What follows belongs to an exercise in optimizing a design on an open flow for small area, a short achievable clock period and few clock cycles; a production flow would make more cautious choices. The RTL was checked by simulation tests, not by an equivalence proof against the original design. No activity file was given, so power comes from the tool's default toggle rates.

File: design/flow/run.sh
#!/bin/bash
# synth_recipe.tcl (not shown) runs the flow's synth.tcl, then flattens the netlist and writes it again
# the make line also repeats each setting of config.mk as NAME=value (left out here)
make -C /OpenROAD-flow-scripts/flow DESIGN_CONFIG=/design/flow/config.mk WORK_HOME=/design/flow/orfs CLKGATE_MAP_FILE= SYNTH_SCRIPT=/design/flow/synth_recipe.tcl finish
File: design/flow/config.mk
export PLATFORM = sky130hd
export DESIGN_NAME = pluto_rx
export DESIGN_NICKNAME = pluto_rx
export VERILOG_FILES = /design/flow/design.v
export SDC_FILE = /design/flow/constraint.sdc
export NUM_CORES = 4
export LEC_CHECK = 0
export CAP_MARGIN = 20
export CORE_MARGIN = 2
export CORE_UTILIZATION = 40
export SLEW_MARGIN = 20
File: design/flow/constraint.sdc
create_clock -name core_clock -period 10.0 [get_ports {clk}]
set_input_delay 2.0000 -clock core_clock [delete_from_list [all_inputs] [get_ports {clk}]]
set_output_delay 2.0000 -clock core_clock [all_outputs]
set_load 0.01 [all_outputs]
File: design/flow/design.v
module pluto_rx_step (
    input  wire [1:0]   op,         
    input  wire [1:0]   rate,       
    input  wire         b,          
    input  wire [6:0]   hcnt_i,
    input  wire [31:0]  len_i,
    input  wire [31:0]  crcrx_i,
    input  wire         lenbad_i,
    input  wire         paydone_i,
    input  wire [31:0]  acc_i,
    input  wire [31:0]  target_i,
    input  wire [1:0]   gp_i,
    input  wire         fa_i,
    input  wire         fb_i,
    input  wire [7:0]   dbyte_i,
    input  wire [2:0]   dcnt_i,
    input  wire [31:0]  crc_i,
    input  wire [15:0]  nb_i,
    input  wire [127:0] win_i,
    input  wire [6:0]   best_i,
    input  wire [14:0]  bestoff_i,
    input  wire         stop_i,
    output reg  [6:0]   hcnt_o,
    output reg  [31:0]  len_o,
    output reg  [31:0]  crcrx_o,
    output reg          lenbad_o,
    output reg          paydone_o,
    output reg  [31:0]  acc_o,
    output reg  [31:0]  target_o,
    output reg  [1:0]   gp_o,
    output reg          fa_o,
    output reg          fb_o,
    output reg  [7:0]   dbyte_o,
    output reg  [2:0]   dcnt_o,
    output reg  [31:0]  crc_o,
    output reg  [15:0]  nb_o,
    output reg  [127:0] win_o,
    output reg  [6:0]   best_o,
    output reg  [14:0]  bestoff_o,
    output reg          stop_o,
    output reg          byte_valid,
    output reg  [7:0]   byte_data
);
    localparam [1:0] OP_CRC = 2'd0, OP_DEC = 2'd1, OP_FIND = 2'd2;
    localparam [63:0] PREAMBLE = 64'hB4E5_B4E5_B4E5_B4E5;
    localparam [31:0] MAX_LEN  = 32'd50_000_000;
    localparam [15:0] MAX_SCAN = 16'd30000;
    function [31:0] crc_byte(input [31:0] c, input [7:0] d);
        integer k;
        reg [31:0] r;
        begin
            r = c ^ {24'd0, d};
            for (k = 0; k < 8; k = k + 1)
                r = r[0] ? ((r >> 1) ^ 32'hEDB88320) : (r >> 1);
            crc_byte = r;
        end
    endfunction
    function [6:0] popcount64(input [63:0] v);
        integer k;
        reg [6:0] s;
        begin
            s = 7'd0;
            for (k = 0; k < 64; k = k + 1)
                s = s + {6'd0, v[k]};
            popcount64 = s;
        end
    endfunction
    reg        dvalid;      
    reg        dbit;
    reg [31:0] acc_n;
    reg [1:0]  glast;       
    reg [15:0] off;
    reg [6:0]  cnt;
    reg [127:0] win_n;
    reg [7:0]  nbyte;
    always @* begin
        hcnt_o    = hcnt_i;
        len_o     = len_i;
        crcrx_o   = crcrx_i;
        lenbad_o  = lenbad_i;
        paydone_o = paydone_i;
        acc_o     = acc_i;
        target_o  = target_i;
        gp_o      = gp_i;
        fa_o      = fa_i;
        fb_o      = fb_i;
        dbyte_o   = dbyte_i;
        dcnt_o    = dcnt_i;
        crc_o     = crc_i;
        nb_o      = nb_i;
        win_o     = win_i;
        best_o    = best_i;
        bestoff_o = bestoff_i;
        stop_o    = stop_i;
        byte_valid = 1'b0;
        byte_data  = 8'd0;
        dvalid = 1'b0;
        dbit   = 1'b0;
        acc_n  = 32'd0;
        glast  = 2'd0;
        off    = 16'd0;
        cnt    = 7'd0;
        win_n  = 128'd0;
        nbyte  = 8'd0;
        case (op)
        OP_CRC: begin
            dvalid = 1'b1;
            dbit   = b;
        end
        OP_DEC: begin
            if (hcnt_i < 7'd64) begin
                if (hcnt_i < 7'd32)
                    len_o = {len_i[30:0], b};
                else
                    crcrx_o = {crcrx_i[30:0], b};
                hcnt_o = hcnt_i + 7'd1;
                if (hcnt_i == 7'd63) begin
                    lenbad_o  = (len_i == 32'd0) || (len_i > MAX_LEN);
                    paydone_o = 1'b0;
                    acc_o     = 32'd0;
                    gp_o      = 2'd0;
                    case (rate)
                    2'd0: target_o = len_i << 4;                  
                    2'd1: target_o = (len_i << 4) + (len_i << 3);  
                    2'd2: target_o = (len_i << 4) + (len_i << 3);  
                    default: target_o = len_i << 5;               
                    endcase
                end
            end else if (!lenbad_i && !paydone_i) begin
                case (rate)
                2'd0: acc_n = acc_i + 32'd1;
                2'd1: acc_n = acc_i + 32'd1;
                2'd2: acc_n = acc_i + 32'd2;
                default: acc_n = acc_i + 32'd3;
                endcase
                acc_o     = acc_n;
                paydone_o = (acc_n >= target_i);
                case (rate)
                2'd0: glast = 2'd1;
                2'd1: glast = 2'd2;
                2'd2: glast = 2'd2;
                default: glast = 2'd3;
                endcase
                gp_o = (gp_i == glast) ? 2'd0 : gp_i + 2'd1;
                case (rate)
                2'd0: begin                        
                    if (gp_i == 2'd0) fa_o = b;
                    else begin dvalid = 1'b1; dbit = fa_i | b; end
                end
                2'd1: begin                        
                    if (gp_i == 2'd0) fa_o = b;
                    else if (gp_i == 2'd1) fb_o = b;
                    else begin
                        dvalid = 1'b1;
                        dbit = (fa_i & fb_i) | (fa_i & b) | (fb_i & b);
                    end
                end
                2'd2: begin                        
                    if (gp_i != 2'd2) begin dvalid = 1'b1; dbit = b; end
                end
                default: begin                     
                    if (gp_i != 2'd3) begin dvalid = 1'b1; dbit = b; end
                end
                endcase
            end
        end
        OP_FIND: begin
            win_n = {win_i[126:0], b};
            win_o = win_n;
            nb_o  = (nb_i == 16'hFFFF) ? nb_i : nb_i + 16'd1;
            if (nb_o >= 16'd128 && !stop_i) begin
                off = nb_o - 16'd128;
                if (off < MAX_SCAN) begin
                    cnt = popcount64(~(win_n[127:64] ^ PREAMBLE));
                    if (cnt > best_i) begin
                        best_o    = cnt;
                        bestoff_o = off[14:0];
                    end
                    if (cnt >= 7'd62)
                        stop_o = 1'b1;
                end
            end
        end
        default: ;
        endcase
        if (dvalid) begin
            nbyte   = {dbyte_i[6:0], dbit};
            dbyte_o = nbyte;
            dcnt_o  = dcnt_i + 3'd1;
            if (dcnt_i == 3'd7) begin
                crc_o      = crc_byte(crc_i, nbyte);
                byte_valid = 1'b1;
                byte_data  = nbyte;
            end
        end
    end
endmodule
module pluto_rx (
    input  wire        clk,
    input  wire        rst,
    input  wire        cmd_valid,
    output wire        cmd_ready,
    input  wire [7:0]  cmd,
    input  wire        in_valid,
    output wire        in_ready,
    input  wire [7:0]  in_data,
    input  wire [3:0]  in_nbits,
    input  wire        in_last,
    output reg         out_valid,
    output reg  [7:0]  out_byte,
    output reg         rsp_valid,
    output reg  [3:0]  rsp_status,
    output reg  [2:0]  rsp_sub,
    output reg  [31:0] rsp_value
);
    localparam [1:0] OP_CRC = 2'd0, OP_DEC = 2'd1, OP_FIND = 2'd2;
    localparam [1:0] S_IDLE = 2'd0, S_LOAD = 2'd1, S_SHIFT = 2'd2, S_FIN = 2'd3;
    localparam [3:0] ST_OK = 4'd0, ST_NONE = 4'd1, ST_ILLEGAL = 4'd2;
    localparam [2:0] SUB_SHORT_HEADER = 3'd1, SUB_LEN_RANGE = 3'd2,
                     SUB_SHORT_PAYLOAD = 3'd3, SUB_CRC_MISMATCH = 3'd6;
    reg [1:0] state;
    reg [1:0] op;
    reg [1:0] rate;
    reg [7:0] sh;
    reg [3:0] left;
    reg       last;
    reg [6:0]   hcnt;
    reg [31:0]  len;
    reg [31:0]  crcrx;
    reg         lenbad;
    reg         paydone;
    reg [31:0]  acc;
    reg [31:0]  target;
    reg [1:0]   gp;
    reg         fa, fb;
    reg [7:0]   dbyte;
    reg [2:0]   dcnt;
    reg [31:0]  crc;
    reg [15:0]  nb;
    reg [127:0] win;
    reg [6:0]   best;
    reg [14:0]  bestoff;
    reg         stop;
    wire [6:0]   hcnt_n;
    wire [31:0]  len_n, crcrx_n, acc_n, target_n, crc_n;
    wire         lenbad_n, paydone_n, fa_n, fb_n, stop_n;
    wire [1:0]   gp_n;
    wire [7:0]   dbyte_n;
    wire [2:0]   dcnt_n;
    wire [15:0]  nb_n;
    wire [127:0] win_n;
    wire [6:0]   best_n;
    wire [14:0]  bestoff_n;
    wire         byte_valid;
    wire [7:0]   byte_data;
    pluto_rx_step u_step (
        .op(op), .rate(rate), .b(sh[7]),
        .hcnt_i(hcnt), .len_i(len), .crcrx_i(crcrx), .lenbad_i(lenbad),
        .paydone_i(paydone), .acc_i(acc), .target_i(target), .gp_i(gp),
        .fa_i(fa), .fb_i(fb), .dbyte_i(dbyte), .dcnt_i(dcnt), .crc_i(crc),
        .nb_i(nb), .win_i(win), .best_i(best), .bestoff_i(bestoff), .stop_i(stop),
        .hcnt_o(hcnt_n), .len_o(len_n), .crcrx_o(crcrx_n), .lenbad_o(lenbad_n),
        .paydone_o(paydone_n), .acc_o(acc_n), .target_o(target_n), .gp_o(gp_n),
        .fa_o(fa_n), .fb_o(fb_n), .dbyte_o(dbyte_n), .dcnt_o(dcnt_n), .crc_o(crc_n),
        .nb_o(nb_n), .win_o(win_n), .best_o(best_n), .bestoff_o(bestoff_n), .stop_o(stop_n),
        .byte_valid(byte_valid), .byte_data(byte_data)
    );
    assign cmd_ready = (state == S_IDLE);
    assign in_ready  = (state == S_LOAD);
    wire cmd_crc  = (cmd == 8'h40);
    wire cmd_dec  = (cmd[7:2] == 6'b1000_00);
    wire cmd_find = (cmd == 8'h90);
    always @(posedge clk) begin
        if (rst) begin
            state     <= S_IDLE;
            out_valid <= 1'b0;
            rsp_valid <= 1'b0;
        end else begin
            out_valid <= 1'b0;
            rsp_valid <= 1'b0;
            case (state)
            S_IDLE: begin
                if (cmd_valid) begin
                    if (cmd_crc || cmd_dec || cmd_find) begin
                        op      <= cmd_crc ? OP_CRC : (cmd_dec ? OP_DEC : OP_FIND);
                        rate    <= cmd_dec ? cmd[1:0] : 2'd0;
                        hcnt    <= 7'd0;
                        lenbad  <= 1'b0;
                        paydone <= 1'b0;
                        dcnt    <= 3'd0;
                        crc     <= 32'hFFFF_FFFF;
                        nb      <= 16'd0;
                        best    <= 7'd0;
                        bestoff <= 15'd0;
                        stop    <= 1'b0;
                        state   <= S_LOAD;
                    end else begin
                        rsp_valid  <= 1'b1;
                        rsp_status <= ST_ILLEGAL;
                        rsp_sub    <= 3'd0;
                        rsp_value  <= 32'd0;
                    end
                end
            end
            S_LOAD: begin
                if (in_valid) begin
                    sh   <= in_data;
                    last <= in_last;
                    if (in_last) begin
                        left  <= (in_nbits > 4'd8) ? 4'd8 : in_nbits;
                        state <= (in_nbits == 4'd0) ? S_FIN : S_SHIFT;
                    end else begin
                        left  <= 4'd8;
                        state <= S_SHIFT;
                    end
                end
            end
            S_SHIFT: begin
                hcnt    <= hcnt_n;
                len     <= len_n;
                crcrx   <= crcrx_n;
                lenbad  <= lenbad_n;
                paydone <= paydone_n;
                acc     <= acc_n;
                target  <= target_n;
                gp      <= gp_n;
                fa      <= fa_n;
                fb      <= fb_n;
                dbyte   <= dbyte_n;
                dcnt    <= dcnt_n;
                crc     <= crc_n;
                nb      <= nb_n;
                win     <= win_n;
                best    <= best_n;
                bestoff <= bestoff_n;
                stop    <= stop_n;
                if (byte_valid && op == OP_DEC) begin
                    out_valid <= 1'b1;
                    out_byte  <= byte_data;
                end
                sh   <= {sh[6:0], 1'b0};
                left <= left - 4'd1;
                if (left == 4'd1)
                    state <= last ? S_FIN : S_LOAD;
            end
            S_FIN: begin
                rsp_valid <= 1'b1;
                rsp_sub   <= 3'd0;
                rsp_value <= 32'd0;
                case (op)
                OP_CRC: begin
                    rsp_status <= ST_OK;
                    rsp_value  <= ~crc;
                end
                OP_DEC: begin
                    if (hcnt < 7'd64) begin
                        rsp_status <= ST_NONE;
                        rsp_sub    <= SUB_SHORT_HEADER;
                    end else if (lenbad) begin
                        rsp_status <= ST_NONE;
                        rsp_sub    <= SUB_LEN_RANGE;
                    end else if (!paydone) begin
                        rsp_status <= ST_NONE;
                        rsp_sub    <= SUB_SHORT_PAYLOAD;
                    end else if (~crc != crcrx) begin
                        rsp_status <= ST_NONE;
                        rsp_sub    <= SUB_CRC_MISMATCH;
                    end else begin
                        rsp_status <= ST_OK;
                    end
                end
                default: begin
                    if (best >= 7'd58) begin
                        rsp_status <= ST_OK;
                        rsp_value  <= {17'd0, bestoff};
                    end else begin
                        rsp_status <= ST_NONE;
                    end
                end
                endcase
                state <= S_IDLE;
            end
            endcase
        end
    end
endmodule
==> results.sh <==
export IMPL_status="no timing/DRC/antenna violations"
export IMPL_syn_area_per_cell_um2=12.5
export IMPL_path_max_fanout=22
export IMPL_die_w_um=237
export IMPL_place_ws_ns=1.32
export IMPL_fin_ws_ns=1.60
export IMPL_rsz0062_at_grt="false"
export IMPL_synth_top_area_share_pct=56.5
export IMPL_critPathSlowestCell="a21oi_4"
export IMPL_syn_inst=1735
export IMPL_cts_root_buf="clkbuf_16"
export IMPL_crit_type="reg2reg"
export IMPL_synth_area_top_cells="edfxtp_1 57%, ha_1 6.9%, fa_1 5.2%"
export IMPL_cp_end_kind="flip-flop"
export IMPL_synth_top_area_cell="edfxtp_1"
export IMPL_htree_levels=2
export IMPL_final_cell_mix="408 x edfxtp_1, 200 x inv_1, 124 x nand2_1, 117 x ha_1, 103 x nor2_1"
export IMPL_clkLatencyLatePin_ns=0.58
export IMPL_detail_route_first_pass_iterations=5
export IMPL_cp_arrival_ns=8.59
export IMPL_drive_above_1_share_pct=7.52
export IMPL_drv_slew=0
export IMPL_grtUsageTotal_pct=16.1
export IMPL_multiInputGateArea_um2=8450
export IMPL_fin_util_pct=46.2
export IMPL_instances_no_fill=2558
export IMPL_grt_overflow=0
export IMPL_grt_max_degree=69
export IMPL_r2r_setup_slack_ns=1.60
export IMPL_grt_pass1_wl_um=71000
export IMPL_postCtsResizedCells=0
export IMPL_final_common_cell="edfxtp_1"
export IMPL_clock_sinks=412
export IMPL_timing_final_crit_share_pct=84.0
export IMPL_cts_hold_buf=0
export IMPL_wl_per_cell_um=17.4
export IMPL_cts_setup_buffers=0
export IMPL_path_clk_slew_ns=0.06
export IMPL_antenna_found_initial=0
export IMPL_drtAntennaViolNets=0
export IMPL_fin_crit_ns=8.40
export IMPL_drt_iter0_markers=949
export IMPL_num_vias=13000
export IMPL_synth_edff_count=408
export IMPL_fin_nets=2029
export IMPL_finalSetupViolations=0
export IMPL_dieArea_um2=56100
export IMPL_fill_cells=4756
export IMPL_finalSetupTns_ns=0
export IMPL_core_um2=53700
export IMPL_slew_headroom_pct=28.0
export IMPL_rows=85
export IMPL_dp_cells=2476
export IMPL_layout_area_seq_um2=12300
export IMPL_cp_required_ns=10.19
export IMPL_cap_violations=0
export IMPL_grt_pass1_vias=12800
export IMPL_ir_worst_vdd_v=0.000118
export IMPL_cts_tree="done"
export IMPL_synth_async_reset_ratio_pct=0
export IMPL_final_hold_viol_count=0
export IMPL_dpl_hpwl_um=31600
export IMPL_tightest_slew_ns=1.07
export IMPL_cp_slowest_stage_delay_ns=0.56
export IMPL_routed_wirelength_um=44600
export IMPL_cts_made_buffers=46
export IMPL_cts_buffer_depth=3
export IMPL_syn_to_final_growth_pct=14.3
export IMPL_holdCritPathClass="reg2reg"
export IMPL_yosys_register_bits=412
export IMPL_drc=0
export IMPL_yosysUniqueCellTypes=87
export IMPL_die_h_um=237
export IMPL_n_antenna_cell=0
export IMPL_netlist_area_um2=21700
export IMPL_fmax_ghz=0.119
export IMPL_synth_seq_area_share_pct=56.9
export IMPL_numPortBuffers=73
export IMPL_finalWeightedCongestion=0.842
export IMPL_crit_top_cell="fa_1"
export IMPL_via_per_inst=5.08
export IMPL_powerDensity_nw_per_um2=147
export IMPL_ys_warn_count=2
export IMPL_start_util_pct=40.4
export IMPL_p_leak_nw=9.05
export IMPL_io_pins=76
export IMPL_synth_main_ff_cell="edfxtp_1"
export IMPL_clock_skew_ns=0.0317
export IMPL_worstSetupStartpointType="flip-flop"
## worst paths after layout
check,from,endpoint,depth (start not counted)
max,win[63],best[1],29
min reg2reg,win[55],win[56],0
max reg2reg,win[63],best[1],29
min,win[55],win[56],0
## flip-flops by register name (all words and copies together), names as in the netlist, 8 cells and up
| signal | count |
|---|---|
| out_byte | 8 |
| win | 127 |
| crcrx | 32 |
| crc | 32 |
| target | 29 |
| len | 32 |
| bestoff | 15 |
| nb | 16 |
| acc | 32 |
| sh | 8 |
| rsp_value | 32 |
## power breakdown
group / internal, mW / switching, mW / leakage [nW]
Clock: 1.02 / 0.693 / 0.736
Sequential: 1.88 / 0.00379 / 3.45
Combinational: 0.0252 / 0.0224 / 4.86
Total: 2.93 / 0.719 / 9.05
## through the flow
| stage | power, mW | hold WS, ns | area [µm²] |
|---|---|---|---|
| 3_3_place_gp | 1.97 | 0.401 | 23200 |
| 2_1_floorplan | 1.94 | 0.400 | 21700 |
| 3_5_place_dp | 1.97 | 0.405 | 23200 |
| 4_1_cts | 3.69 | 0.419 | 24800 |
| 5_1_grt | 3.76 | 0.425 | 24800 |
| 6_report | 3.65 | 0.418 | 24800 |
## synthesized netlist by cell type, types with 15 or more instances
cell type,number
nand3_1,38
fa_1,56
xnor2_1,93
and3_1,22
clkbuf_1,30
edfxtp_1,408
xor2_1,89
o21ai_0,45
ha_1,119
a221oi_1,19
nor2_1,104
nand2_1,124
inv_1,200
a21o_1,17
nand4_1,24
nor3_1,15
a21oi_1,74
nor2b_1,15
and2_1,48
## worst max-delay path, delay by kind of cell, from the launching register on
kind	cells	cell delay, ns
flops	1	0.39
fa+ha+maj	12	5.50
compound gates	8	1.50
buf+inv	8	0.46
simple gates	1	0.17
## cell families (layout without fill, tap and decap cells)
group,Yosys count,count (layout),synth area share (%)
XOR/XNOR,184,184,7.57
flip-flops,412,412,56.9
adder cells (fa/ha/maj),175,175,12.0
AO/OA/AOI/OAI,246,246,7.51
other,1,2,0.0173
multiplexers,13,13,0.652
buffers and inverters,245,371,4.48
AND/OR/NAND/NOR,459,459,10.9
## routing by layer
layer	wire length [µm]	vias up	track usage, %
li1	-	6304	-
met1	21900	6357	23.7
met2	19600	265	24.1
met3	1960	69	2.94
met4	1180	0	5.20
met5	0	-	0
## area by class of cell
type / count / area share [%]
clock buffers: 49 / 4.69
clock inverters: 32 / 1.44
inverters: 202 / 3.06
multi-input cells: 1079 / 34.1
flip-flops and latches: 412 / 49.7
well taps: 696 / 3.51
repair buffers: 88 / 3.48
Testbench counts, summed over its fixed seeds: cycles 331,461.

-- re-timing with driven ports --
How much do the figures lean on ideal ports? The routed layout below was timed once more, with nothing changed but the port constraints.
Step 1: set_driving_cell puts a clkbuf_16 on clk and a buf_2 on each other input, an assumption about the parent block.
Step 2 also shifts input and output timing later by t, the mid clock arrival at the registers, as if the neighbouring blocks saw the same clock.
Three values: ideal ports, drivers, drivers and shift; two values: the first two.
t (ns): 0.627
setup slack, ns: 1.596 / 1.596 / 1.596
hold WS [ns]: 0.418 / 0.418 / 0.418
latest minus earliest clock arrival (ns): 0.034 / 0.034
slew at the worst register clock pin (ns): 0.07 / 0.07
After both steps this run still meets setup and hold. For this run, drivers alone change the setup slack by 0.000 ns; drivers and shift together by 0.000 ns.
